This is an optimization exercise on Yosys and OpenROAD, whose aim is a short achievable clock period and few clock cycles, not a production implementation. RTL that was checked went through simulation tests only; none was proved equivalent to the original. Power and IR drop assume default switching activity.

==> inputs of job 4634 <==
==> flow/design.v <==
module lsxgt_response_parser (
    input  wire        clk,
    input  wire        rst,           
    input  wire [7:0]  count,         
    input  wire        in_valid,
    output wire        in_ready,
    input  wire [7:0]  in_data,       
    input  wire        in_last,       
    output wire        out_valid,
    input  wire        out_ready,
    output wire [63:0] out_value,     
    output wire        out_end,       
    output wire        out_err,       
    output wire [7:0]  out_err_i,     
    output wire [7:0]  out_err_j,     
    output wire [16:0] out_err_idx    
);
    localparam integer XTRA  = 8;              
    localparam integer NBYTE = 128 + XTRA;
    localparam integer NBLK  = (NBYTE + 7) / 8 + 1;    
    reg        rdy;
    reg        s_valid;
    reg        s_last;
    reg [7:0]  s_data;
    reg [7:0]  s_count;
    reg [8*NBYTE-1:0] rx;   
    reg [7:0]  rx_len;      
    reg [7:0]  rx_num;      
    reg [3:0]  sh;          
    localparam [2:0] E_LOAD = 3'd0,
                     E_MUL  = 3'd1,
                     E_CHK1 = 3'd2,
                     E_CHK2 = 3'd3,
                     E_EMIT = 3'd4,
                     E_END  = 3'd5;
    reg        busy;
    reg [2:0]  est;
    reg [7:0]  eL, eN, eC;
    reg [7:0]  step;        
    reg [15:0] mcand;
    reg [7:0]  mplier;
    reg [15:0] prod;        
    reg [15:0] pn;          
    reg [16:0] t;           
    reg [7:0]  vi;          
    reg [7:0]  mask;
    reg        e_err;
    reg [7:0]  e_j;
    reg [16:0] e_idx;
    reg [2:0]  cred;        
    reg [7:0]  a;           
    wire rd_pend  = busy & (est != E_END);
    wire blocked  = rd_pend & ((est == E_EMIT) ? (a == NBYTE - 1) : (sh == XTRA));
    wire consume  = s_valid & ~(s_last & busy) & ~blocked;
    wire snap     = consume & s_last;
    wire issue    = busy & ((est == E_EMIT) | (est == E_END)) & (cred != 3'd0);
    wire eng_done = issue & (est == E_END);
    reg        k_valid;
    reg        k_last;
    reg [7:0]  k_data;
    reg [7:0]  k_count;
    wire       take   = in_valid & rdy;
    wire       s_free = ~s_valid | consume;
    wire [7:0] addr = a + {7'd0, consume};
    reg         v1, e1;
    reg [4:0]   q1;
    reg [2:0]   r1;
    reg [7:0]   m1;
    reg [33:0]  p1;
    reg         v2, e2;
    reg [119:0] blk2;
    reg [2:0]   r2;
    reg [7:0]   m2;
    reg [33:0]  p2;
    wire [64*NBLK-1:0] ext = {{(64*NBLK-8*NBYTE-56){1'b0}}, rx, 56'd0};
    wire [119:0] blk_nx = ext[{q1, 6'd0} +: 120];
    reg [63:0] val2;
    integer k;
    always @(*) begin
        for (k = 0; k < 8; k = k + 1)
            val2[8*k +: 8] = m2[k] ? blk2[{{1'b0, r2} + 4'd7 - k[3:0], 3'd0} +: 8] : 8'd0;
    end
    reg [64:0] fq [0:3];
    reg [1:0]  fw, fr;
    reg [2:0]  fcnt;
    reg        o_valid;
    reg [63:0] o_value;
    reg        o_end, o_err;
    reg [7:0]  o_i, o_j;
    reg [16:0] o_idx;
    wire pop = (fcnt != 3'd0) & (~o_valid | out_ready);
    wire [64:0] fh = fq[fr];
    always @(posedge clk) begin
        if (s_free) begin
            s_data  <= k_valid ? k_data  : in_data;
            s_last  <= k_valid ? k_last  : in_last;
            s_count <= k_valid ? k_count : count;
        end
        if (rdy) begin
            k_data  <= in_data;
            k_last  <= in_last;
            k_count <= count;
        end
        if (consume)
            rx <= {rx[8*NBYTE-9:0], s_data};
        if (consume & (rx_len == 8'd30))
            rx_num <= s_data;
        if (snap) begin
            eL <= rx_len + 8'd1;
            eN <= (rx_len == 8'd30) ? s_data : rx_num;
            eC <= s_count;
        end
        if (rst) begin
            rdy     <= 1'b1;
            s_valid <= 1'b0;
            k_valid <= 1'b0;
            rx_len  <= 8'd0;
            sh      <= 4'd0;
            busy    <= 1'b0;
        end else begin
            if (s_free) begin
                s_valid <= k_valid | take;
                k_valid <= 1'b0;
                rdy     <= 1'b1;
            end else if (take) begin
                k_valid <= 1'b1;
                rdy     <= 1'b0;
            end
            if (snap)
                rx_len <= 8'd0;
            else if (consume)
                rx_len <= rx_len + 8'd1;
            if (snap)
                sh <= 4'd0;
            else if (consume & (sh != XTRA))
                sh <= sh + 4'd1;
            busy <= snap | (busy & ~eng_done);
        end
    end
    always @(posedge clk) begin
        if (snap)
            est <= E_LOAD;
        else case (est)
            E_LOAD: begin
                step   <= eN + 8'd2;
                mcand  <= {8'd0, eN} + 16'd2;
                mplier <= eC - 8'd1;
                prod   <= 16'd0;
                e_err  <= 1'b0;
                if (eL <= 8'd30 || eN == 8'd0)
                    est <= E_END;
                else
                    est <= E_MUL;
            end
            E_MUL: begin
                if (mplier[0])
                    prod <= prod + mcand;
                mcand  <= {mcand[14:0], 1'b0};
                mplier <= {1'b0, mplier[7:1]};
                if (mplier[7:1] == 7'd0)
                    est <= E_CHK1;
            end
            E_CHK1: begin
                pn  <= prod + {8'd0, eN};
                t   <= {9'd0, eL} - {1'b0, prod};
                est <= E_CHK2;
            end
            E_CHK2: begin
                a    <= pn[7:0] - 8'd1 + {4'd0, sh} + {7'd0, consume};
                vi   <= eC;
                for (k = 0; k < 8; k = k + 1)
                    mask[k] <= (eN > k);
                e_j   <= (t[16] ? 8'd0 : t[7:0]) + 8'd1;
                e_idx <= (t[16] ? t : 17'd0) - 17'd1;
                if ({8'd0, eL} < pn) begin
                    e_err <= 1'b1;
                    est   <= E_END;
                end else
                    est <= E_EMIT;
            end
            E_EMIT: begin
              a <= a + {7'd0, consume} - (issue ? step : 8'd0);
              if (issue) begin
                vi <= vi - 8'd1;
                if (vi == 8'd1)
                    est <= E_END;
              end
            end
            default: ;
        endcase
    end
    always @(posedge clk) begin
        q1 <= addr[7:3];
        r1 <= addr[2:0];
        m1 <= mask;
        e1 <= (est == E_END);
        p1 <= {e_err, eC, e_j, e_idx};
        blk2 <= blk_nx;
        r2   <= r1;
        m2   <= m1;
        e2   <= e1;
        p2   <= p1;
        if (v2)
            fq[fw] <= e2 ? {1'b1, 30'd0, p2} : {1'b0, val2};
        if (pop) begin
            o_value <= fh[63:0];
            o_end   <= fh[64];
            o_err   <= fh[33];
            o_i     <= fh[32:25];
            o_j     <= fh[24:17];
            o_idx   <= fh[16:0];
        end
        if (rst) begin
            v1 <= 1'b0;
            v2 <= 1'b0;
            fw <= 2'd0;
            fr <= 2'd0;
            fcnt <= 3'd0;
            cred <= 3'd4;
            o_valid <= 1'b0;
        end else begin
            v1 <= issue;
            v2 <= v1;
            if (v2)
                fw <= fw + 2'd1;
            if (pop)
                fr <= fr + 2'd1;
            fcnt <= fcnt + {2'd0, v2} - {2'd0, pop};
            cred <= cred - {2'd0, issue} + {2'd0, pop};
            o_valid <= pop | (o_valid & ~out_ready);
        end
    end
    assign in_ready    = rdy;
    assign out_valid   = o_valid;
    assign out_value   = o_value;
    assign out_end     = o_end;
    assign out_err     = o_err;
    assign out_err_i   = o_i;
    assign out_err_j   = o_j;
    assign out_err_idx = o_idx;
endmodule
==> flow/run.sh <==
#!/bin/bash
# synth_recipe.tcl (not shown) runs the flow's synth.tcl, then flattens the netlist and writes it again
# the make line also repeats each setting of config.mk as NAME=value (left out here)
make -C /OpenROAD-flow-scripts/flow DESIGN_CONFIG=/design/flow/config.mk WORK_HOME=/design/flow/orfs CLKGATE_MAP_FILE= SYNTH_SCRIPT=/design/flow/synth_recipe.tcl finish
==> flow/config.mk <==
export PLATFORM = sky130hd
export DESIGN_NAME = lsxgt_response_parser
export DESIGN_NICKNAME = lsxgt_response_parser
export VERILOG_FILES = /design/flow/design.v
export SDC_FILE = /design/flow/constraint.sdc
export NUM_CORES = 4
export LEC_CHECK = 0
export ABC_CLOCK_PERIOD_IN_PS = 3000
export CAP_MARGIN = 20
export CORE_MARGIN = 2
export CORE_UTILIZATION = 40
export SETUP_SLACK_MARGIN = 5
export SLEW_MARGIN = 20
==> flow/constraint.sdc <==
create_clock -name core_clock -period 10.0 [get_ports {clk}]
set_input_delay 2.0000 -clock core_clock [delete_from_list [all_inputs] [get_ports {clk}]]
set_output_delay 2.0000 -clock core_clock [all_outputs]
set_load 0.01 [all_outputs]
==> job 9611: changes against job 4634 <==
==> flow/design.v (replaced) <==
module lsxgt_response_parser (
    input  wire        clk,
    input  wire        rst,           
    input  wire [7:0]  count,         
    input  wire        in_valid,
    output wire        in_ready,
    input  wire [7:0]  in_data,       
    input  wire        in_last,       
    output wire        out_valid,
    input  wire        out_ready,
    output wire [63:0] out_value,     
    output wire        out_end,       
    output wire        out_err,       
    output wire [7:0]  out_err_i,     
    output wire [7:0]  out_err_j,     
    output wire [16:0] out_err_idx    
);
    localparam integer XTRA  = 8;              
    localparam integer NBYTE = 128 + XTRA;
    localparam integer NBLK  = (NBYTE + 7) / 8;    
    localparam [2:0] E_LOAD = 3'd0,
                     E_MUL  = 3'd1,
                     E_CHK1 = 3'd2,
                     E_CHK2 = 3'd3,
                     E_EMIT = 3'd4,
                     E_END  = 3'd5;
    integer k, m;
    reg        rdy;         
    reg        s_valid, s_last;
    reg [7:0]  s_data, s_count;
    reg        k_valid, k_last;    
    reg [7:0]  k_data, k_count;
    reg        cons;        
    reg [8*NBYTE-1:0] rx;   
    reg [7:0]  rx_len;      
    reg [7:0]  rx_num;      
    reg [3:0]  sh;          
    reg        busy;
    reg [2:0]  est;
    reg [7:0]  eL, eN, eC;
    reg [7:0]  step;        
    reg [15:0] mcand;
    reg [7:0]  mplier;
    reg [15:0] prod;        
    reg [15:0] pn;          
    reg [16:0] t;           
    reg [7:0]  a;           
    reg [7:0]  vi;          
    reg [7:0]  mask;
    reg        e_err;
    reg [7:0]  e_j;
    reg [16:0] e_idx;
    reg [2:0]  cred;        
    wire take   = in_valid & rdy;
    wire s_free = ~s_valid | cons;
    wire snap   = cons & s_last;
    wire s_valid_n = s_free ? (k_valid | take) : 1'b1;
    wire s_last_n  = s_free ? (k_valid ? k_last : in_last) : s_last;
    wire k_valid_n = s_free ? 1'b0 : (k_valid | take);
    wire issue    = busy & ((est == E_EMIT) | (est == E_END)) & (cred != 3'd0);
    wire eng_done = issue & (est == E_END);
    wire busy_n   = snap | (busy & ~eng_done);
    wire [3:0] sh_n = snap ? 4'd0 : (cons & (sh != XTRA)) ? sh + 4'd1 : sh;
    wire [7:0] rd_a = a + {7'd0, cons};           
    wire err_n    = {8'd0, eL} < pn;
    reg [2:0]  est_n;
    reg [7:0]  a_n;
    always @(*) begin
        est_n = est;
        a_n   = a;
        if (snap)
            est_n = E_LOAD;
        else case (est)
            E_LOAD: est_n = (eL <= 8'd30 || eN == 8'd0) ? E_END : E_MUL;
            E_MUL:  if (mplier[7:1] == 7'd0) est_n = E_CHK1;
            E_CHK1: est_n = E_CHK2;
            E_CHK2: est_n = err_n ? E_END : E_EMIT;
            E_EMIT: if (issue && vi == 8'd1) est_n = E_END;
            default: ;
        endcase
        if (est == E_CHK2)
            a_n = pn[7:0] - 8'd1 + {4'd0, sh} + {7'd0, cons};
        else if (est == E_EMIT)
            a_n = rd_a - (issue ? step : 8'd0);
    end
    wire rd_pend_n = busy_n & (est_n != E_END);
    wire blocked_n = rd_pend_n & ((est_n == E_EMIT) ? (a_n == NBYTE - 1) : (sh_n == XTRA));
    wire cons_n    = s_valid_n & ~(s_last_n & busy_n) & ~blocked_n;
    reg          v1, e1;
    reg [NBLK-1:0] sel1;    
    reg [2:0]    r1;
    reg [7:0]    m1;
    reg [33:0]   p1;
    reg          v2, e2;
    reg [119:0]  blk2;
    reg [7:0]    rsel2;     
    reg [7:0]    m2;
    reg [33:0]   p2;
    wire [8*NBYTE+55:0] ext = {rx, 56'd0};
    reg [119:0] blk_nx;
    always @(*) begin
        blk_nx = 120'd0;
        for (m = 0; m < NBLK; m = m + 1)
            if (sel1[m])
                blk_nx = blk_nx | ext[64*m +: 120];
    end
    reg [63:0] val2;
    always @(*) begin
        val2 = 64'd0;
        for (k = 0; k < 8; k = k + 1)
            for (m = 0; m < 8; m = m + 1)
                if (rsel2[m] && m2[k])
                    val2[8*k +: 8] = val2[8*k +: 8] | blk2[8*(m+7-k) +: 8];
    end
    reg [64:0] fq [0:3];
    reg [1:0]  fw, fr;
    reg [2:0]  fcnt;
    reg        o_valid;
    reg [63:0] o_value;
    reg        o_end, o_err;
    reg [7:0]  o_i, o_j;
    reg [16:0] o_idx;
    wire pop = (fcnt != 3'd0) & (~o_valid | out_ready);
    wire [64:0] fh = fq[fr];
    always @(posedge clk) begin
        if (s_free) begin
            s_data  <= k_valid ? k_data  : in_data;
            s_last  <= k_valid ? k_last  : in_last;
            s_count <= k_valid ? k_count : count;
        end
        if (rdy) begin
            k_data  <= in_data;
            k_last  <= in_last;
            k_count <= count;
        end
        if (cons)
            rx <= {rx[8*NBYTE-9:0], s_data};
        if (cons & (rx_len == 8'd30))
            rx_num <= s_data;
        if (snap) begin
            eL <= rx_len + 8'd1;
            eN <= (rx_len == 8'd30) ? s_data : rx_num;
            eC <= s_count;
        end
        if (rst) begin
            rdy     <= 1'b1;
            s_valid <= 1'b0;
            k_valid <= 1'b0;
            cons    <= 1'b0;
            rx_len  <= 8'd0;
            sh      <= 4'd0;
            busy    <= 1'b0;
        end else begin
            s_valid <= s_valid_n;
            k_valid <= k_valid_n;
            rdy     <= ~k_valid_n;
            cons    <= cons_n;
            if (snap)
                rx_len <= 8'd0;
            else if (cons)
                rx_len <= rx_len + 8'd1;
            sh   <= sh_n;
            busy <= busy_n;
        end
    end
    always @(posedge clk) begin
        est <= est_n;
        a   <= a_n;
        case (est)
            E_LOAD: begin
                step   <= eN + 8'd2;
                mcand  <= {8'd0, eN} + 16'd2;
                mplier <= eC - 8'd1;
                prod   <= 16'd0;
                e_err  <= 1'b0;
            end
            E_MUL: begin
                if (mplier[0])
                    prod <= prod + mcand;
                mcand  <= {mcand[14:0], 1'b0};
                mplier <= {1'b0, mplier[7:1]};
            end
            E_CHK1: begin
                pn <= prod + {8'd0, eN};
                t  <= {9'd0, eL} - {1'b0, prod};
            end
            E_CHK2: begin
                vi <= eC;
                for (k = 0; k < 8; k = k + 1)
                    mask[k] <= (eN > k);
                e_j   <= (t[16] ? 8'd0 : t[7:0]) + 8'd1;
                e_idx <= (t[16] ? t : 17'd0) - 17'd1;
                e_err <= err_n;
            end
            E_EMIT: if (issue)
                vi <= vi - 8'd1;
            default: ;
        endcase
    end
    always @(posedge clk) begin
        for (m = 0; m < NBLK; m = m + 1)
            sel1[m] <= (rd_a[7:3] == m);
        r1 <= rd_a[2:0];
        m1 <= mask;
        e1 <= (est == E_END);
        p1 <= {e_err, eC, e_j, e_idx};
        blk2 <= blk_nx;
        for (m = 0; m < 8; m = m + 1)
            rsel2[m] <= (r1 == m);
        m2 <= m1;
        e2 <= e1;
        p2 <= p1;
        if (v2)
            fq[fw] <= e2 ? {1'b1, 30'd0, p2} : {1'b0, val2};
        if (pop) begin
            o_value <= fh[63:0];
            o_end   <= fh[64];
            o_err   <= fh[33];
            o_i     <= fh[32:25];
            o_j     <= fh[24:17];
            o_idx   <= fh[16:0];
        end
        if (rst) begin
            v1 <= 1'b0;
            v2 <= 1'b0;
            fw <= 2'd0;
            fr <= 2'd0;
            fcnt <= 3'd0;
            cred <= 3'd4;
            o_valid <= 1'b0;
        end else begin
            v1 <= issue;
            v2 <= v1;
            if (v2)
                fw <= fw + 2'd1;
            if (pop)
                fr <= fr + 2'd1;
            fcnt <= fcnt + {2'd0, v2} - {2'd0, pop};
            cred <= cred - {2'd0, issue} + {2'd0, pop};
            o_valid <= pop | (o_valid & ~out_ready);
        end
    end
    assign in_ready    = rdy;
    assign out_valid   = o_valid;
    assign out_value   = o_value;
    assign out_end     = o_end;
    assign out_err     = o_err;
    assign out_err_i   = o_i;
    assign out_err_j   = o_j;
    assign out_err_idx = o_idx;
endmodule
==> job 3235: changes against job 4634 <==
--- a/flow/design.v
+++ b/flow/design.v
@@ -15,55 +15,44 @@
     output wire [7:0]  out_err_j,     
     output wire [16:0] out_err_idx    
 );
-    localparam integer XTRA  = 8;              
-    localparam integer NBYTE = 128 + XTRA;
-    localparam integer NBLK  = (NBYTE + 7) / 8 + 1;    
     reg        rdy;
     reg        s_valid;
     reg        s_last;
     reg [7:0]  s_data;
     reg [7:0]  s_count;
-    reg [8*NBYTE-1:0] rx;   
+    reg [1023:0] rx;        
     reg [7:0]  rx_len;      
     reg [7:0]  rx_num;      
-    reg [3:0]  sh;          
+    reg [1023:0] pb;        
+    reg        busy;        
+    wire consume = s_valid & (~s_last | ~busy);
+    wire snap    = s_valid & s_last & ~busy;
     localparam [2:0] E_LOAD = 3'd0,
                      E_MUL  = 3'd1,
                      E_CHK1 = 3'd2,
                      E_CHK2 = 3'd3,
                      E_EMIT = 3'd4,
                      E_END  = 3'd5;
-    reg        busy;
     reg [2:0]  est;
     reg [7:0]  eL, eN, eC;
-    reg [7:0]  step;        
+    reg [8:0]  step;        
     reg [15:0] mcand;
     reg [7:0]  mplier;
     reg [15:0] prod;        
     reg [15:0] pn;          
     reg [16:0] t;           
+    reg [7:0]  d;
     reg [7:0]  vi;          
     reg [7:0]  mask;
     reg        e_err;
     reg [7:0]  e_j;
     reg [16:0] e_idx;
     reg [2:0]  cred;        
-    reg [7:0]  a;           
-    wire rd_pend  = busy & (est != E_END);
-    wire blocked  = rd_pend & ((est == E_EMIT) ? (a == NBYTE - 1) : (sh == XTRA));
-    wire consume  = s_valid & ~(s_last & busy) & ~blocked;
-    wire snap     = consume & s_last;
     wire issue    = busy & ((est == E_EMIT) | (est == E_END)) & (cred != 3'd0);
     wire eng_done = issue & (est == E_END);
-    reg        k_valid;
-    reg        k_last;
-    reg [7:0]  k_data;
-    reg [7:0]  k_count;
-    wire       take   = in_valid & rdy;
-    wire       s_free = ~s_valid | consume;
-    wire [7:0] addr = a + {7'd0, consume};
+    wire busy_nx  = snap | (busy & ~eng_done);
     reg         v1, e1;
-    reg [4:0]   q1;
+    reg [3:0]   q1;
     reg [2:0]   r1;
     reg [7:0]   m1;
     reg [33:0]  p1;
@@ -72,7 +61,7 @@
     reg [2:0]   r2;
     reg [7:0]   m2;
     reg [33:0]  p2;
-    wire [64*NBLK-1:0] ext = {{(64*NBLK-8*NBYTE-56){1'b0}}, rx, 56'd0};
+    wire [1079:0] ext = {pb, 56'd0};
     wire [119:0] blk_nx = ext[{q1, 6'd0} +: 120];
     reg [63:0] val2;
     integer k;
@@ -91,18 +80,15 @@
     wire pop = (fcnt != 3'd0) & (~o_valid | out_ready);
     wire [64:0] fh = fq[fr];
     always @(posedge clk) begin
-        if (s_free) begin
-            s_data  <= k_valid ? k_data  : in_data;
-            s_last  <= k_valid ? k_last  : in_last;
-            s_count <= k_valid ? k_count : count;
-        end
         if (rdy) begin
-            k_data  <= in_data;
-            k_last  <= in_last;
-            k_count <= count;
+            s_data  <= in_data;
+            s_last  <= in_last;
+            s_count <= count;
         end
         if (consume)
-            rx <= {rx[8*NBYTE-9:0], s_data};
+            rx <= {rx[1015:0], s_data};
+        if (snap)
+            pb <= {rx[1015:0], s_data};
         if (consume & (rx_len == 8'd30))
             rx_num <= s_data;
         if (snap) begin
@@ -113,28 +99,16 @@
         if (rst) begin
             rdy     <= 1'b1;
             s_valid <= 1'b0;
-            k_valid <= 1'b0;
             rx_len  <= 8'd0;
-            sh      <= 4'd0;
             busy    <= 1'b0;
         end else begin
-            if (s_free) begin
-                s_valid <= k_valid | take;
-                k_valid <= 1'b0;
-                rdy     <= 1'b1;
-            end else if (take) begin
-                k_valid <= 1'b1;
-                rdy     <= 1'b0;
-            end
+            s_valid <= (in_valid & rdy) | (s_valid & ~consume);
+            rdy     <= ~((((in_valid & rdy & in_last) | (s_valid & s_last & ~consume))) & busy_nx);
             if (snap)
                 rx_len <= 8'd0;
             else if (consume)
                 rx_len <= rx_len + 8'd1;
-            if (snap)
-                sh <= 4'd0;
-            else if (consume & (sh != XTRA))
-                sh <= sh + 4'd1;
-            busy <= snap | (busy & ~eng_done);
+            busy <= busy_nx;
         end
     end
     always @(posedge clk) begin
@@ -142,7 +116,7 @@
             est <= E_LOAD;
         else case (est)
             E_LOAD: begin
-                step   <= eN + 8'd2;
+                step   <= {1'b0, eN} + 9'd2;
                 mcand  <= {8'd0, eN} + 16'd2;
                 mplier <= eC - 8'd1;
                 prod   <= 16'd0;
@@ -166,7 +140,7 @@
                 est <= E_CHK2;
             end
             E_CHK2: begin
-                a    <= pn[7:0] - 8'd1 + {4'd0, sh} + {7'd0, consume};
+                d    <= pn[7:0] - 8'd1;
                 vi   <= eC;
                 for (k = 0; k < 8; k = k + 1)
                     mask[k] <= (eN > k);
@@ -178,20 +152,18 @@
                 end else
                     est <= E_EMIT;
             end
-            E_EMIT: begin
-              a <= a + {7'd0, consume} - (issue ? step : 8'd0);
-              if (issue) begin
+            E_EMIT: if (issue) begin
+                d  <= d - step[7:0];
                 vi <= vi - 8'd1;
                 if (vi == 8'd1)
                     est <= E_END;
-              end
             end
             default: ;
         endcase
     end
     always @(posedge clk) begin
-        q1 <= addr[7:3];
-        r1 <= addr[2:0];
+        q1 <= d[6:3];
+        r1 <= d[2:0];
         m1 <= mask;
         e1 <= (est == E_END);
         p1 <= {e_err, eC, e_j, e_idx};
- ABC_CLOCK_PERIOD_IN_PS: 3000 -> unset
- SETUP_SLACK_MARGIN: 5 -> unset
==> comparison table <==
	job 3235	job 4634	job 9611
Transition at the pin with the smallest max-transition slack	1130 ps	1210 ps	1230 ps
Layout Cells excl Fill	9166	7910	7408
Proportion of cell area spent on the clock network	7.65%	6.79%	7.13%
Status	no timing/DRC/antenna violations	no timing/DRC/antenna violations	no timing/DRC/antenna violations
Die span in x	521 um	458 um	435 um
Leakage power total	34.6 nW	31.1 nW	25.2 nW
Area added between synthesis and finish	13.5%	12.1%	12.9%
Uppermost layer routed	met4	met4	met5
Launching element of the worst setup path	r2[0]	est[1]	rdy
Share of the final layout cell area in sequential cells	67.0%	57.9%	64.0%
Seq. pwr	0.0138 W	0.0106 W	0.0108 W
Tightest hold margin	325 ps	303 ps	326 ps
Layout Skew	50.9 ps	65.0 ps	30.9 ps
Worst Hold Path EP	p2[7]	p2[8]	m2[4]
Power consumed by the clock network	0.0105 W	0.00706 W	0.00687 W
Crit path required time	10640 ps	10410 ps	8000 ps
Start point of the worst min-delay path	p1[7]	p1[8]	m1[4]
Switching power share of the total	23.2%	34.8%	32.5%
Max rail drop VDD	0.127 mV	0.260 mV	0.181 mV
Area taken by flip-flops and latches	81300 sq um	53400 sq um	53700 sq um
XOR/XNOR share of the synthesized area	0.795%	1.24%	1.22%
Maximum number of buffers from clock root to sink	4	3	3
CP Capture Point	fq[0][63]	rx[157]	in_ready
Sequential share of power	50.6%	37.2%	45.6%
Testbench counts of job 3235, summed over its fixed seeds: cycles 54,772.
The RTL of job 4634 and job 9611 was laid out without a check of its function.

[re-timing with driven ports]
The flow's constraints put no driver on any port. The routed layouts listed below were extracted and timed again, unchanged, in two steps.
Step 1 assumes that a clkbuf_16 drives the clock port and a buf_2 every other input.
Step 2 times the ports against the registers' clock, not the clock port: input delays grow and output delays shrink by t, the midpoint of the rising clock arrivals with the driver on.
Slacks: no drivers / after step 1 / after step 2; pairs: no drivers / after step 1.
| run | t (ns) | setup WS [ns] | worst slew at a driven data input, ns | pins driven straight from the clock port |
|---|---|---|---|---|
| job 4634 | 0.903 | 5.410 / 5.410 / 5.410 | 0.04 | 1 |
| job 9611 | 0.893 | 5.682 / 5.602 / 5.041 | 0.04 | 1 |
| job 3235 | 0.993 | 4.916 / 4.916 / 4.916 | 0.06 | 1 |
After both steps every run listed still meets setup and hold. For job 9611, which loses most, drivers alone change the setup slack by -0.080 ns; drivers and shift together by -0.641 ns.
